Context: an optimization exercise on an open-source flow, tuned for small area. The choices shown serve that exercise and are no tape-out recipe. In this exercise RTL edits were held to simulation tests only and were not proved equivalent to the original. No activity file was given, so power comes from the tool's default toggle rates.

$ cat run.sh
#!/bin/bash
# synth_recipe.tcl (not shown) runs the flow's synth.tcl, then flattens the netlist and writes it again
# the make line also repeats each setting of config.mk as NAME=value (left out here)
make -C /OpenROAD-flow-scripts/flow DESIGN_CONFIG=/design/flow/config.mk WORK_HOME=/design/flow/orfs CLKGATE_MAP_FILE= SYNTH_SCRIPT=/design/flow/synth_recipe.tcl finish
$ cat config.mk
export PLATFORM = sky130hd
export DESIGN_NAME = jdo
export DESIGN_NICKNAME = jdo
export VERILOG_FILES = /design/flow/design.v
export SDC_FILE = /design/flow/constraint.sdc
export NUM_CORES = 4
export LEC_CHECK = 0
export CAP_MARGIN = 20
export CORE_MARGIN = 2
export CORE_UTILIZATION = 40
export SLEW_MARGIN = 20
$ cat constraint.sdc
create_clock -name core_clock -period 25.0 [get_ports {clk}]
set_input_delay 5.0000 -clock core_clock [delete_from_list [all_inputs] [get_ports {clk}]]
set_output_delay 5.0000 -clock core_clock [all_outputs]
set_load 0.01 [all_outputs]
$ cat design.v
module jdo_coord_non (
    input  wire [11:0] raw,
    output wire [6:0]  coord
);
    wire [15:0] t = {raw, 4'd0} - {4'd0, raw} + {12'd0, raw[11:8]};
    assign coord = t[15:9];
endmodule
module jdo_coord_inv (
    input  wire [11:0] raw,
    output wire [5:0]  coord
);
    wire [11:0] s = ~raw;
    wire [14:0] t = {s, 3'd0} - {3'd0, s} + {12'd0, s[11:9]};
    assign coord = t[14:9];
endmodule
module jdo_duty_map (
    input  wire [11:0] raw,
    output wire [10:0] hi,      
    output wire        sat      
);
    wire [10:0] mag = raw[11] ? raw[10:0] : (~raw[10:0] + 11'd1);
    assign sat = (raw == 12'd0);
    assign hi  = mag | {11{sat}};
endmodule
module jdo (
    input  wire        clk,
    input  wire        rst,          
    input  wire [31:0] op,           
    input  wire [31:0] now,          
    output wire [15:0] pwm_out0,
    output wire [15:0] pwm_out1,
    output wire [16:0] disp_out,
    output wire        ind_out,
    output wire [31:0] result_out,
    output wire        fault_out
);
    localparam [31:0] DEBOUNCE_W = 32'd200000;
    reg [31:0] last_a, last_j;
    reg        mod_en;
    reg        bj;               
    reg        pend_a, pend_j;
    reg [11:0] rx, ry;
    reg        dm;               
    reg [10:0] pwm0_hi, pwm1_hi;
    reg        pwm0_sat, pwm1_sat;
    reg        disp_b;
    reg [5:0]  disp_inv;
    reg [6:0]  disp_non;
    reg [2:0]  phase;
    reg        faulted;
    reg [2:0]  fault_code;
    reg [31:0] result;
    wire [3:0]  opc  = op[31:28];
    wire        src  = op[27];
    wire [3:0]  idx  = op[3:0];
    wire z26 = (op[26:24] == 3'd0);
    wire z27 = z26 & ~op[27];
    wire z23 = (op[23:12] == 12'd0);
    wire z11 = (op[11:4] == 8'd0);
    wire z3  = (op[3:0] == 4'd0);
    wire is_nop    = (opc == 4'h0);
    wire is_fall   = (opc == 4'h1);
    wire is_svc    = (opc == 4'h2);
    wire is_sample = (opc == 4'h3);
    wire is_loopnz = (opc >= 4'h4) && (opc <= 4'h8);
    wire is_mapcn  = (opc == 4'h9);
    wire is_mapci  = (opc == 4'hA);
    wire is_mapd   = (opc == 4'hB);
    wire is_map    = is_mapcn | is_mapci | is_mapd;
    wire is_read   = (opc == 4'hC);
    wire illegal_op = (opc >= 4'hD);
    wire res_ok =
        ((is_nop | is_loopnz) & z27 & z23 & z11 & z3) |
        ((is_fall | is_svc)   & z26 & z23 & z11 & z3) |
        (is_sample & z27) |
        (is_map    & z27 & z23) |
        (is_read   & z27 & z23 & z11);
    wire reserved_field = !illegal_op && !res_ok;
    wire in_phase = (opc == {1'b0, phase} + 4'd3);
    wire is_loop  = is_sample | is_loopnz;
    wire pend_s   = src ? pend_j : pend_a;
    wire bad_reg  = (idx > 4'd10);
    wire seq_fault = is_loop & ~in_phase;
    wire spur      = is_svc & ~pend_s;
    wire exec_fault = seq_fault | spur | (is_read & bad_reg);
    wire raise = illegal_op | reserved_field | exec_fault;
    wire [2:0] raise_code = illegal_op ? 3'd1 : reserved_field ? 3'd2 :
                            seq_fault ? 3'd3 : spur ? 3'd4 : 3'd5;
    wire ok = ~raise;
    wire [11:0] u = is_map ? op[11:0] : rx;
    wire [11:0] v = is_map ? op[11:0] : ry;
    wire [6:0]  non_v;
    wire [5:0]  inv_u;
    wire [10:0] du_hi, dv_hi;
    wire        du_sat, dv_sat;
    jdo_coord_non cn (.raw(v), .coord(non_v));
    jdo_coord_inv ci (.raw(u), .coord(inv_u));
    jdo_duty_map  d0 (.raw(u), .hi(du_hi), .sat(du_sat));
    jdo_duty_map  d1 (.raw(v), .hi(dv_hi), .sat(dv_sat));
    wire        sel_j    = is_svc ? src : op[1];
    wire [31:0] last_s   = sel_j ? last_j : last_a;
    wire [31:0] delta    = now - last_s;
    wire        accept   = (delta > DEBOUNCE_W);
    wire ph2 = (phase == 3'd2);
    wire ph4 = (phase == 3'd4);
    wire [15:0] pwm0 = {pwm0_hi, {5{pwm0_sat}}};
    wire [15:0] pwm1 = {pwm1_hi, {5{pwm1_sat}}};
    wire [15:0] duty0 = ph2 ? (dm ? {du_hi, {5{du_sat}}} : 16'd0) : pwm0;
    wire [15:0] duty1 = ph2 ? (dm ? {dv_hi, {5{dv_sat}}} : 16'd0) : pwm1;
    wire [15:0] cword = ph4 ? {2'd0, inv_u, 1'b0, non_v} : {2'd0, disp_inv, 1'b0, disp_non};
    reg [31:0] read_word;
    always @(*) begin
        case (idx)
            4'd0:    read_word = {29'd0, bj, bj, mod_en};
            4'd1,
            4'd2:    read_word = last_s;
            4'd3:    read_word = {30'd0, pend_j, pend_a};
            4'd4:    read_word = {8'd0, ry, rx};
            4'd5:    read_word = {duty1, duty0};
            4'd6:    read_word = {pwm1, pwm0};
            4'd7:    read_word = {16'd0, cword};
            4'd8:    read_word = {15'd0, disp_b, 2'd0, disp_inv, 1'b0, disp_non};
            4'd9:    read_word = {29'd0, phase};
            default: read_word = {24'd0, 1'b0, fault_code, 3'd0, faulted};
        endcase
    end
    reg [31:0] result_next;
    always @(*) begin
        case (opc[1:0])
            2'b01:   result_next = {25'd0, non_v};                     
            2'b10:   result_next = {26'd0, inv_u};                     
            2'b11:   result_next = {16'd0, du_hi, {5{du_sat}}};        
            default: result_next = read_word;                          
        endcase
    end
    wire do_loop = ok & is_loop;
    wire wr_res  = ok & (is_map | is_read);
    always @(posedge clk) begin
        if (rst) begin
            last_a     <= 32'd0;
            last_j     <= 32'd0;
            mod_en     <= 1'b1;
            bj         <= 1'b0;
            pend_a     <= 1'b0;
            pend_j     <= 1'b0;
            rx         <= 12'd0;
            ry         <= 12'd0;
            pwm0_hi    <= 11'd0;
            pwm1_hi    <= 11'd0;
            pwm0_sat   <= 1'b0;
            pwm1_sat   <= 1'b0;
            disp_b     <= 1'b0;
            disp_inv   <= 6'd0;
            disp_non   <= 7'd0;
            phase      <= 3'd0;
            faulted    <= 1'b0;
            fault_code <= 3'd0;
            result     <= 32'd0;
        end else begin
            if (raise) begin
                if (!faulted)
                    fault_code <= raise_code;
                faulted <= 1'b1;
            end
            if (ok & is_fall) begin
                if (src == 1'b0) pend_a <= 1'b1;
                else             pend_j <= 1'b1;
            end
            if (ok & is_svc) begin
                if (src == 1'b0) begin
                    pend_a <= 1'b0;
                    if (accept) begin
                        last_a <= now;
                        mod_en <= !mod_en;
                    end
                end else begin
                    pend_j <= 1'b0;
                    if (accept) begin
                        last_j <= now;
                        bj     <= !bj;
                    end
                end
            end
            if (do_loop) begin
                phase <= (phase == 3'd5) ? 3'd0 : phase + 3'd1;
                case (opc)
                    4'h3: begin rx <= op[11:0]; ry <= op[23:12]; end
                    4'h5: begin
                        pwm0_hi  <= dm ? du_hi : 11'd0;
                        pwm0_sat <= dm & du_sat;
                        pwm1_hi  <= dm ? dv_hi : 11'd0;
                        pwm1_sat <= dm & dv_sat;
                    end
                    4'h7: begin
                        disp_b   <= bj;
                        disp_inv <= inv_u;
                        disp_non <= non_v;
                    end
                    default: ;
                endcase
            end
            if (wr_res)
                result <= result_next;
        end
    end
    always @(posedge clk)
        if (!rst && do_loop && opc == 4'h4)
            dm <= mod_en;
    assign pwm_out0   = pwm0;
    assign pwm_out1   = pwm1;
    assign disp_out   = {disp_b, 2'd0, disp_inv, 1'b0, disp_non};
    assign ind_out    = bj;
    assign result_out = result;
    assign fault_out  = faulted;
endmodule
==> run summary <==
==> state kept, by name, indices dropped and copies added (netlist names), named ones only <==
name and cells:
bj 1, faulted 1, fault_code 3, result 32
rx 12, disp_b 1, last_a 32, pwm1_hi 11
last_j 32, phase 3, disp_inv 6, mod_en 1
dm 1, pwm0_sat 1, ry 12, pwm0_hi 11
disp_non 7, pwm1_sat 1
==> logic make-up (layout without fill, tap and decap cells) <==
logic type	count (synthesis)	count (layout)
muxes	127	127
xor gates and xnor gates	42	42
adders and majority gates	61	61
buffers and inverters	160	237
DFF	170	170
AOI/OAI and AO/OA	460	460
other	1	3
and+or+nand+nor	576	576
==> through the flow <==
step / hold WS, ps / std cells / worst slack (ps) / util / cell area, µm²
6_report: 450 / 2066 / 13810 / 0.483 / 14400
5_1_grt: 471 / 2066 / 13280 / 0.483 / 14400
4_1_cts: 453 / 2065 / 13880 / 0.483 / 14400
3_5_place_dp: 444 / 2033 / 13410 / 0.462 / 13800
3_3_place_gp: 441 / 2033 / 13540 / 0.462 / 13800
2_1_floorplan: 431 / 1599 / 14950 / - / 12200
==> layout by cell type, fill, tap and decap left out, types with 6 or more instances in the layout <==
| cell | n |
|---|---|
| and3_1 | 30 |
| nor2b_1 | 13 |
| a41oi_1 | 8 |
| clkbuf_16 | 17 |
| and4_1 | 8 |
| o21a_1 | 9 |
| and2_1 | 9 |
| mux2_2 | 6 |
| o21bai_1 | 7 |
| a221o_1 | 6 |
| xor2_1 | 8 |
| buf_4 | 18 |
| nor4_1 | 10 |
| nand2_1 | 267 |
| a221oi_1 | 10 |
| a222oi_1 | 8 |
| o221ai_1 | 8 |
| or3_1 | 16 |
| mux2i_1 | 119 |
| a22oi_1 | 14 |
| nand2b_1 | 7 |
| nor2_1 | 101 |
| a211oi_1 | 28 |
| inv_1 | 39 |
| ha_1 | 60 |
| o211ai_1 | 23 |
| nand4_1 | 14 |
| xnor2_1 | 34 |
| o21ai_0 | 78 |
| a21oi_1 | 153 |
| clkdlybuf4s50_1 | 144 |
| nor3_1 | 29 |
| a21o_1 | 17 |
| nand3_1 | 45 |
| a31oi_1 | 19 |
| dfxtp_1 | 169 |
==> worst max-delay path, stage by stage <==
cell and delay, ps:
clkdlybuf4s50_1 700, nor4b_4 580, mux2i_4 290, buf_4 520
mux2_2 290, ha_1 150, inv_1 50, fa_1 420
a211oi_1 330, o211ai_1 230, a21oi_1 170, o21ai_0 230
a2111oi_0 460, a31oi_1 90, a2111oi_0 760, a41o_2 300
buf_4 490, mux2_2 390
==> routing by layer <==
| metal | vias up | global-route usage | share of wire |
|---|---|---|---|
| li1 | 5971 | - | - |
| met1 | 6014 | 0.389 | 0.43 |
| met2 | 609 | 0.449 | 0.44 |
| met3 | 120 | 0.0596 | 0.085 |
| met4 | 2 | 0.124 | 0.045 |
| met5 | - | 0 | 0.00024 |
==> power breakdown <==
part           switching (mW)  total (mW)  leakage (nW)  internal (mW)
logic                  0.0817       0.128          3.73         0.0465
registers            0.000447       0.272          1.37          0.271
clock network           0.121       0.292         0.302          0.172
==> path summary, 6_finish.rpt <==
check / slack, ps / start / to / cells past startpoint
max: 13810 / op[31] / bj / 18
min: 450 / result[21] / result[21] / 2
max reg2reg: 20280 / last_a[0] / bj / 14
min reg2reg: 450 / result[21] / result[21] / 2
==> final cells by class <==
class | instances | area, µm²
clock inverters | 12 | 188
clock buffers | 20 | 447
fillers | 2979 | 15400
flip-flops and latches | 170 | 3410
well taps | 390 | 488
multi-input cells | 1269 | 8150
inverters | 42 | 159
repair buffers | 163 | 1590
==> metrics.cfg <==
[synthesis]
synth_compound_area_frac = 0.247
yosys-top-cells-area = dfxtp_1 28%, mux2i_1 9.8%, nand2_1 8.2%
yosys.area_share.adder = 0.0631
synthTopCellsByCount = 267 x nand2_1, 169 x dfxtp_1, 153 x a21oi_1, 120 x mux2i_1, 102 x nor2_1
synth_simple_gate_area_frac = 0.218
yosysWarnings = 1
synth-main-ff-cell = dfxtp_1
synth-seq-cells = 170
yosysSeqAreaShare = 0.279
synthMuxAreaShare = 0.105
async_reset_ff_frac = 0
synth.avg_cell_area_um2 = 7.65
ys_types = 83
synth_area_um2 = 12200
synth_xor_area_frac = 0.0301
yosysTopAreaCell = dfxtp_1
synth_top_area_share = 0.277
synthMostInstantiatedCell = nand2_1
synth_edf_count = 1
syn_inst = 1597
synth_top_family_by_area = compound AO/OA/AOI/OAI gates

[power_and_ir_drop]
p_leak_nw = 5.40
p_total_mw = 0.692
ir_worst_vdd_mv = 0.0504
power_density_nw_per_um2 = 47.9

[cts]
h-tree-depth = 4
cts_tree = yes
cts.sinks = 170
max-clock-path-buffers = 2
cts_made_buffers = 17
clk_pin_slew_worst_paths_ps = 60
clock-root-buffer = clkbuf_16
postCtsHoldBufs = 0
cts_setup_buffers = 0
worstSkewPairLatency_ps = 440
cts_resized = 0

[drt]
wl_per_cell_um = 22.6
drt-pass1-iter-count = 6
drc_errors = 0
vias_per_cell = 6.15
vias = 12700
drt_first_iter_violations = 1520
routed_wl_um = 46800
final_antenna_net_count = 0

[sta]
rsz0062_at_grt = no
slew_viol_final = 0
worst_slew_pin_slew_ps = 1050
max_freq_mhz = 89.3
fin_crit_sh = 0.448
setup_viol = 0
post-route-min-period_ps = 11190
skew_ps = 10.5
hold_viol_final = 0
maxSlewHeadroom = 0.301
setup_tns_ps = 0

[worst_setup_path]
worstSetupPathType = input pin to register
crit_required_ps = 25330
path_max_fanout = 33
startpoint_type = input pin
cp.arrival_ps = 11520
end_kind = register

[grt]
grt_pass1_vias = 11700
grt.overflow.total = 0
grt_first_pass_wirelength_um = 70300
gr-usage-all-layers = 0.290
grt_start_max_net_pins = 79
antenna_found_initial = 1

[cells_and_area]
fin_nets = 1790
drive_gt1_frac = 0.0459
diodes = 0
area_growth_pct = 18.2

[die]
die_x_um = 179
io_pins = 149
core_um2 = 29900
die-area_um2 = 31900
rows = 63
die_y_um = 179
start_util = 0.409

[flow_run]
max_cap_viol_count = 0

[min_path]
hold_class = register to register

[outcome]
status = timing/DRC/antenna clean

[place]
dp_hpwl_um = 35500
gp_congestion = 0.994
io_buffer_count = 145

re-timing with driven ports:
No port has a modelled driver above. Below, the same layout with a new extraction and two added sets of constraints. Step 1 assumes that a clkbuf_16 drives the clock port and a buf_2 every other input. Step 2 moves the port delays by t, midway between the first and last clock arrival at a register: inputs arrive t later, outputs are due t later. That takes back most of the time a late clock gives input paths. Three values: no drivers, after step 1, after step 2; two values: the first two.
t (ns): 0.488
slack for setup (ns): 13.806 / 13.835 / 13.347
worst setup path at the end: input to register
After both steps setup and hold are still met in this run. The setup slack of this run moves by +0.029 ns with the drivers and by -0.459 ns with both steps.
